Context: an optimization exercise on an open-source flow, tuned for small area, a short achievable clock period and few clock cycles. The choices shown serve that exercise and are no tape-out recipe. At most, simulation tests tie the RTL to the original design; equivalence was not proved. Power figures rest on the tool's default switching activity, not on a simulated workload.

Design dither_core, start of the top module:
module dither_core (
    input  wire        clk,
    input  wire        rst,             
    input  wire        start,
    input  wire [1:0]  cfg_mode,        
    input  wire        cfg_invert,
    input  wire        cfg_frame,
    input  wire        cfg_pack,        
    input  wire [7:0]  cfg_threshold,
    input  wire [15:0] cfg_width,
    input  wire [15:0] cfg_height,
    output reg         busy,
    output reg         done,
    output reg         error,
    input  wire        in_valid,
    output reg         in_ready,
    input  wire [15:0] in_data,
    output reg         out_valid,
    input  wire        out_ready,
    output reg  [7:0]  out_data,
    output reg         out_last
);
    localparam [15:0] FULL = 16'd65280;
    localparam        RW   = 28;           
    localparam        NV   = 60;           
    reg        idle;         
    reg [1:0]  mode;
    reg        pack;
    reg        invert;
    reg        frame;
    reg [7:0]  thr;
    reg [6:0]  wsrc;         
    reg [2:0]  wsel;         
    reg [15:0] rl;           
    reg  fs;                 
    reg  atk;                
    wire ord = mode == 2'd2;
    wire [5:0] wm1 = {wsel, 3'b111};       
    wire [1:0] lsel = wsel[2] ? wsel[1:0] : 2'd0;
    wire [5:0] lm1  = {1'b1, lsel, 3'b111};    
    reg        run;          
    reg        err_st;       
    reg        hdr_act;      
    reg [3:0]  hdr_idx;
    reg        trl_act;      
    reg [2:0]  trl_idx;
    reg        pend_full;    
    reg [7:0]  pend_data;
    reg        pend_last;
    reg [5:0]  x;            
    reg [5:0]  dcnt;         
    reg        row0, row1;   
    reg [2:0]  ym;           
    reg        vq;           
    reg [15:0] dq;
    reg        first;        
    reg        second;       
    reg        al;           
    reg        be;           
  ...
Settings: LEC_CHECK=0, CAP_MARGIN=20, CORE_MARGIN=2, CORE_UTILIZATION=60, PLACE_DENSITY=0.75, SLEW_MARGIN=20; clock period 24.0 ns.
standard.sh (not shown) runs the stock make flow with config.mk's settings and CLKGATE_MAP_FILE= SYNTH_SCRIPT=/design/flow/synth_recipe.tcl, a recipe that flattens the netlist after the stock synthesis.
==> flow/flow/run.sh <==
#!/bin/bash
# Own layout flow: the standard synthesis and ORFS steps, with the timing
# repair asked to keep a setup margin (the clock and constraints are the standard flow's).
set -euo pipefail
bash standard.sh synth > synth.log 2>&1
bash standard.sh SETUP_SLACK_MARGIN=18 "BUFFER_PORTS_ARGS=-buffer_cell sky130_fd_sc_hd__buf_2" \
  "CTS_ARGS=-sink_clustering_enable -repair_clock_nets -sink_clustering_size 20 -sink_clustering_max_diameter 60 -dont_use_dummy_load -sink_clustering_buffer sky130_fd_sc_hd__clkbuf_8" \
  finish > layout.log 2>&1
The first run finished with timing, DRC and antenna clean.
Testbench counts at the start, summed over its fixed seeds: cycles 111,708.
Change:
--- a/flow/design.v
+++ b/flow/design.v
@@ -105,23 +105,22 @@
                           && !(lastcol1 && row0_1 && hdr_act);
     wire       realgo1  = run1 && al1 && real1;
     wire       vq1      = in_valid && in_ready;
     wire       in_ready_nx = (realgo1 ? vq1 : padproc1) ? rdyA : rdyB;
     reg  [RW-1:0] vr [0:NV-1];
     reg  [RW-1:0] e1, e2, e3, e4;
     reg  [RW-1:0] tap;
     always @(*) begin
         tap = lsel[1] ? (lsel[0] ? vr[59] : vr[51]) : (lsel[0] ? vr[43] : vr[35]);
     end
     reg  signed [16:0] ea;
-    reg         [14:0] eb;        
     reg  signed [16:0] cc;        
     reg                wb_last;   
     function signed [13:0] atk_a;
         input signed [16:0] e;
         atk_a = (e >>> 3) + $signed({13'd0, e[16] && e[2:0] != 3'd0});
     endfunction
     function rnd16;
         input signed [16:0] e;
         rnd16 = e[16] && e[3:0] != 4'd0;
     endfunction
     function [1:0] l3;
@@ -163,38 +162,37 @@
     wire signed [16:0] u2 = fs ? $signed({u3[14:0], l3r}) : (m_d ? $signed(e2[27:14]) : 17'sd0);
     wire signed [16:0] u4 = fs ? $signed({u5[15:0], m_l && rl_}) : 17'sd0;
     wire        [2:0]  u6 = (fs && m_m) ? l5m : 3'd0;
     wire               u7 = fs && m_r && rr_;
     wire signed [16:0] c_nx = u1 + u2 + u3 + u4 + u5 + $signed({14'd0, u6}) + $signed({16'd0, u7});
     wire        in_big = (in_data[15:8] == 8'hFF) && (in_data[7:0] != 8'd0);
     wire [15:0] dq_nx  = (!real1 || in_big) ? FULL : in_data;
     wire [15:0] fval   = dq;
     wire signed [12:0] za   = ea >>> 4;
     wire signed [18:0] za19 = {{6{za[12]}}, za};
     wire signed [18:0] ea19 = {{5{ea[16]}}, ea[16:3]};
-    wire signed [18:0] eb19 = {{5{eb[14]}}, eb[14:1]};
+    wire signed [18:0] eb19 = {{5{vr[0][13]}}, vr[0][13:0]};
     wire        [3:0]  ra   = ea[3:0];
     wire        [2:0]  lr   = !ea[16] ?
                             ((ra >= 4'd14) ? 3'd6 : (ra >= 4'd12) ? 3'd5 : (ra >= 4'd10) ? 3'd4 :
                              (ra >= 4'd7)  ? 3'd3 : (ra >= 4'd5)  ? 3'd2 : (ra >= 4'd3)  ? 3'd1 : 3'd0) :
                             ((ra >= 4'd14) ? 3'd7 : (ra >= 4'd12) ? 3'd6 : (ra >= 4'd10) ? 3'd5 :
                              (ra >= 4'd7)  ? 3'd4 : (ra >= 4'd5)  ? 3'd3 : (ra >= 4'd3)  ? 3'd2 :
                              (ra >= 4'd1)  ? 3'd1 : 3'd0);
     wire        c8a = ea[16] && ea[2:0] != 3'd0;
-    wire        c8b = eb[0];
     wire [18:0] op0 = {3'b000, fval};
     wire [18:0] op1 = cc;
     wire [18:0] op2 = first ? 19'd0 : fs ? {za19[15:0], lr} : ea19;
     wire [18:0] op3 = (first || (!fs && second)) ? 19'd0 : fs ? ~za19 : eb19;
     wire        b1  = !first && (fs || c8a);
-    wire        b2  = !first && !fs && !second && c8b;
+    wire        b2  = 1'b0;
     wire [18:0] s1  = op0 ^ op1 ^ op3;
     wire [18:0] k1  = {(op0[17:0] & op1[17:0]) | (op0[17:0] & op3[17:0]) | (op1[17:0] & op3[17:0]), b1};
     wire [18:0] s2  = s1 ^ k1 ^ op2;
     wire [18:0] k2  = {(s1[17:0] & k1[17:0]) | (s1[17:0] & op2[17:0]) | (k1[17:0] & op2[17:0]), b2};
     wire [8:0]  vlo = s2[7:0] + k2[7:0];
     wire        c8  = vlo[8];
     wire [10:0] v_hi = s2[18:8] + k2[18:8] + {10'd0, c8};
     wire [10:0] nthr = -{3'b000, thr};
     wire [10:0] sT  = s2[18:8] ^ k2[18:8] ^ nthr;
     wire [10:0] kT  = {(s2[17:8] & k2[17:8]) | (s2[17:8] & nthr[9:0]) | (k2[17:8] & nthr[9:0]), 1'b0};
     wire [10:0] vt_hi = sT + kT + {10'd0, c8};
@@ -290,23 +288,22 @@
             row1 <= row1_1;
             if (rowst)
                 ym <= ym + 3'd1;
             if (proc) begin
                 first  <= lastcol;
                 second <= first;
             end
         end
         wb_last <= proc && lastcol;
         if (proc) begin
             ea <= e_new;
-            eb <= {ea[16:3], c8a};
             if (be)
                 pend_data <= {bits, pix_bit};
             else
                 bits <= {bits[5:0], pix_bit};
             if (be)
                 pend_last <= lastcol && lastrow && !frame;
         end
         hdr_lag <= hdr_act;
         pe_lag  <= pe_lag1;
     end
     always @(posedge clk) begin
After rerunning:
- via count shrinks slightly
- clock-buffer cell count shrinks by 2
- sequential share of layout area hardly moves
- flip-flop and latch count shrinks by 15
- final area shrinks slightly
- utilization grows by 0.28 points
- first-iteration DRC count shrinks by a little under a tenth
- clock skew shrinks by 0.0068 ns
- maximum frequency hardly moves
Testbench counts after the change, summed over its fixed seeds: cycles 111,708.

---

dither_core, a different RTL version from the one above (not shown whole).
Size: about 3400 cells after synthesis.
// dither_core
module dither_core (
    input  wire        clk,
    input  wire        rst,             
    input  wire        start,
    input  wire [1:0]  cfg_mode,        
    input  wire        cfg_invert,
    input  wire        cfg_frame,
    input  wire        cfg_pack,        
    input  wire [7:0]  cfg_threshold,
    input  wire [15:0] cfg_width,
    input  wire [15:0] cfg_height,
    output reg         busy,
    output reg         done,
    output reg         error,
    input  wire        in_valid,
    output reg         in_ready,
    input  wire [15:0] in_data,
    output reg         out_valid,
    input  wire        out_ready,
    output reg  [7:0]  out_data,
    output reg         out_last
);
    localparam [15:0] FULL = 16'd65280;
    localparam        RW   = 28;           
    localparam        NV   = 60;           
    reg        idle;         
    reg [1:0]  mode;
    reg        pack;
    reg        invert;
    reg        frame;
    reg [7:0]  thr;
    reg [6:0]  wsrc;         
    reg [2:0]  wsel;         
    reg [15:0] rl;           
    reg  fs;                 
    reg  atk;                
    wire ord = mode == 2'd2;
    wire [5:0] wm1 = {wsel, 3'b111};       
    wire [1:0] lsel = wsel[2] ? wsel[1:0] : 2'd0;
    wire [5:0] lm1  = {1'b1, lsel, 3'b111};    
    reg        run;          
    reg        err_st;       
  ...
Settings: LEC_CHECK=0, CAP_MARGIN=20, CORE_MARGIN=2, CORE_UTILIZATION=50, CTS_CLUSTER_DIAMETER=80, CTS_CLUSTER_SIZE=25, PLACE_DENSITY=0.65, SLEW_MARGIN=20; clock period 24.0 ns.
Scripts as last shown in full above: flow/flow/run.sh
Then changed:
--- a/flow/design.v
+++ b/flow/design.v
@@ -145,29 +145,25 @@
     wire signed [13:0] zm  = e3[13:0];
     wire signed [13:0] zr  = e2[13:0];
     wire        [3:0]  rl4 = e4[17:14];
     wire        [3:0]  rm4 = e3[17:14];
     wire        [3:0]  rr4 = e2[17:14];
     wire               rl_ = zl[13] && rl4 != 4'd0;
     wire               rm_ = zm[13] && rm4 != 4'd0;
     wire               rr_ = zr[13] && rr4 != 4'd0;
     wire               m_l  = !row0 && !first;
     wire               m_m  = !row0;
     wire               m_r  = !row0 && !lastcol;
     wire               m_d  = !row0 && !row1;
-    wire        [2:0]  l5m  = !zm[13] ?
-                            ((rm4 >= 4'd13) ? 3'd4 : (rm4 >= 4'd10) ? 3'd3 : (rm4 >= 4'd7) ? 3'd2 :
-                             (rm4 >= 4'd4)  ? 3'd1 : 3'd0) :
-                            ((rm4 >= 4'd13) ? 3'd5 : (rm4 >= 4'd10) ? 3'd4 : (rm4 >= 4'd7) ? 3'd3 :
-                             (rm4 >= 4'd4)  ? 3'd2 : (rm4 >= 4'd1) ? 3'd1 : 3'd0);
+    wire        [2:0]  l5m  = {1'b0, l5(rm4)} + {2'd0, rm_};
     wire        [1:0]  l3r  = m_r ? l3(rr4) : 2'd0;
     wire signed [16:0] u1 = m_l ? zl : 17'sd0;
     wire signed [16:0] u3 = m_m ? zm : 17'sd0;
     wire signed [16:0] u5 = m_r ? zr : 17'sd0;
     wire signed [16:0] u2 = fs ? $signed({u3[14:0], l3r}) : (m_d ? $signed(e3[27:14]) : 17'sd0);
     wire signed [16:0] u4 = fs ? $signed({u5[15:0], m_l && rl_}) : 17'sd0;
     wire        [2:0]  u6 = (fs && m_m) ? l5m : 3'd0;
     wire               u7 = fs && m_r && rr_;
     wire        in_big = (in_data[15:8] == 8'hFF) && (in_data[7:0] != 8'd0);
     wire [15:0] dq_nx  = (!real1 || in_big) ? FULL : in_data;
     wire [15:0] fval   = dq;
     wire signed [12:0] za   = ea >>> 4;
@@ -179,43 +175,27 @@
                             ((ra >= 4'd14) ? 3'd6 : (ra >= 4'd12) ? 3'd5 : (ra >= 4'd10) ? 3'd4 :
                              (ra >= 4'd7)  ? 3'd3 : (ra >= 4'd5)  ? 3'd2 : (ra >= 4'd3)  ? 3'd1 : 3'd0) :
                             ((ra >= 4'd14) ? 3'd7 : (ra >= 4'd12) ? 3'd6 : (ra >= 4'd10) ? 3'd5 :
                              (ra >= 4'd7)  ? 3'd4 : (ra >= 4'd5)  ? 3'd3 : (ra >= 4'd3)  ? 3'd2 :
                              (ra >= 4'd1)  ? 3'd1 : 3'd0);
     wire        c8a = ea[16] && ea[2:0] != 3'd0;
     wire        c8b = eb[0];
     wire [18:0] op0 = {3'b000, fval};
     wire [18:0] op2 = first ? 19'd0 : fs ? {za19[15:0], lr} : ea19;
     wire [18:0] op3 = (first || (!fs && second)) ? 19'd0 : fs ? ~za19 : eb19;
     wire        b1  = !first && (fs || c8a);
     wire        b2  = !first && !fs && !second && c8b;
-    function [37:0] csa;            
-        input [18:0] a, b, c;
-        input        cin;
-        csa = {(a[17:0] & b[17:0]) | (a[17:0] & c[17:0]) | (b[17:0] & c[17:0]), cin, a ^ b ^ c};
-    endfunction
-    wire [18:0] w1 = $signed(u1);
-    wire [18:0] w2 = $signed(u2);
-    wire [18:0] w3 = $signed(u3);
-    wire [18:0] w4 = $signed(u4);
-    wire [18:0] w5 = $signed(u5);
-    wire [18:0] w6 = {16'd0, u6};
-    wire [37:0] t1a = csa(op0, w1, w3, b1);
-    wire [37:0] t1b = csa(w2, w4, w5, b2);
-    wire [37:0] t1c = csa(op3, op2, w6, u7);
-    wire [37:0] t2a = csa(t1a[18:0], t1a[37:19], t1b[18:0], 1'b0);
-    wire [37:0] t2b = csa(t1b[37:19], t1c[18:0], t1c[37:19], 1'b0);
-    wire [37:0] t3  = csa(t2a[18:0], t2a[37:19], t2b[18:0], 1'b0);
-    wire [37:0] t4  = csa(t3[18:0], t3[37:19], t2b[37:19], 1'b0);
-    wire signed [18:0] v = t4[18:0] + t4[37:19];
+    wire signed [18:0] v = $signed(op0) + u1 + u2 + u3 + u4 + u5 + $signed({16'd0, u6})
+                         + $signed({18'd0, u7}) + $signed(op2) + $signed(op3)
+                         + $signed({18'd0, b1}) + $signed({18'd0, b2});
     wire        d_white = $signed(v[18:8]) >= $signed({3'b000, thr});
     wire [8:0]  vh_inc  = v[16:8] + 9'd1;
     wire signed [16:0] e_new = d_white ? {~vh_inc[8], vh_inc[7:0], v[7:0]} : v[16:0];
     wire [7:0]  fh    = fval[15:8];
     wire [5:0]  bm    = {x[0] ^ ym[0], ym[0], x[1] ^ ym[1], ym[1], x[2] ^ ym[2], ym[2]};
     wire        o_black = ({2'b00, fh} + 10'd126) < ({2'b00, bm, 2'b00} + {2'b00, thr});
     wire        n_black = (fh < thr);
     wire        p_black = real_px && (dq != 16'd0);
     wire        black   = pack ? p_black : (fs || atk) ? !d_white : ord ? o_black : n_black;
     wire        pix_bit = pack ? black : (black ^ invert);
     reg [7:0] hdr_byte;
     always @(*) begin
After rerunning: The changed run ran to the end with no violations. Area after synthesis barely changes. Register-to-register slack improves by 70 ps. Routed wire length falls by a few percent. Non-clock buffer count decreases by 12. Cell area hardly moves. Sequential cell count is unchanged. Power barely changes. Synthesized cell count stays flat.
No functional check of the RTL was part of any run of this note.

## separate check: timing with driven ports
No port has a modelled driver above. Below, the same layouts with a new extraction and two added sets of constraints.
Step 1, drivers: a clkbuf_16 drives clk and a buf_2 each remaining input, both assumed.
Step 2 also shifts input and output timing later by t, the mid clock arrival at the registers, as if the neighbouring blocks saw the same clock.
Three values: no drivers, after step 1, after step 2; two values: the first two.
| run | shift t [ns] | slack for setup (ns) | worst setup path at the end | cell pins on the clock port's net |
|---|---|---|---|---|
| the first run of note 1 | 0.678 | 18.034 / 17.968 / 17.515 | input to register | 1 |
| the second run of note 1 | 0.683 | 18.037 / 17.972 / 17.810 | input to register | 1 |
| the first run of note 2 | 0.680 | 17.309 / 17.309 / 17.309 | register to register | 1 |
| the second run of note 2 | 0.681 | 17.377 / 17.377 / 17.377 | register to register | 1 |
After both steps every run listed still meets setup and hold. For the first run of note 1, which loses most, drivers alone change the setup slack by -0.066 ns; drivers and shift together by -0.519 ns.
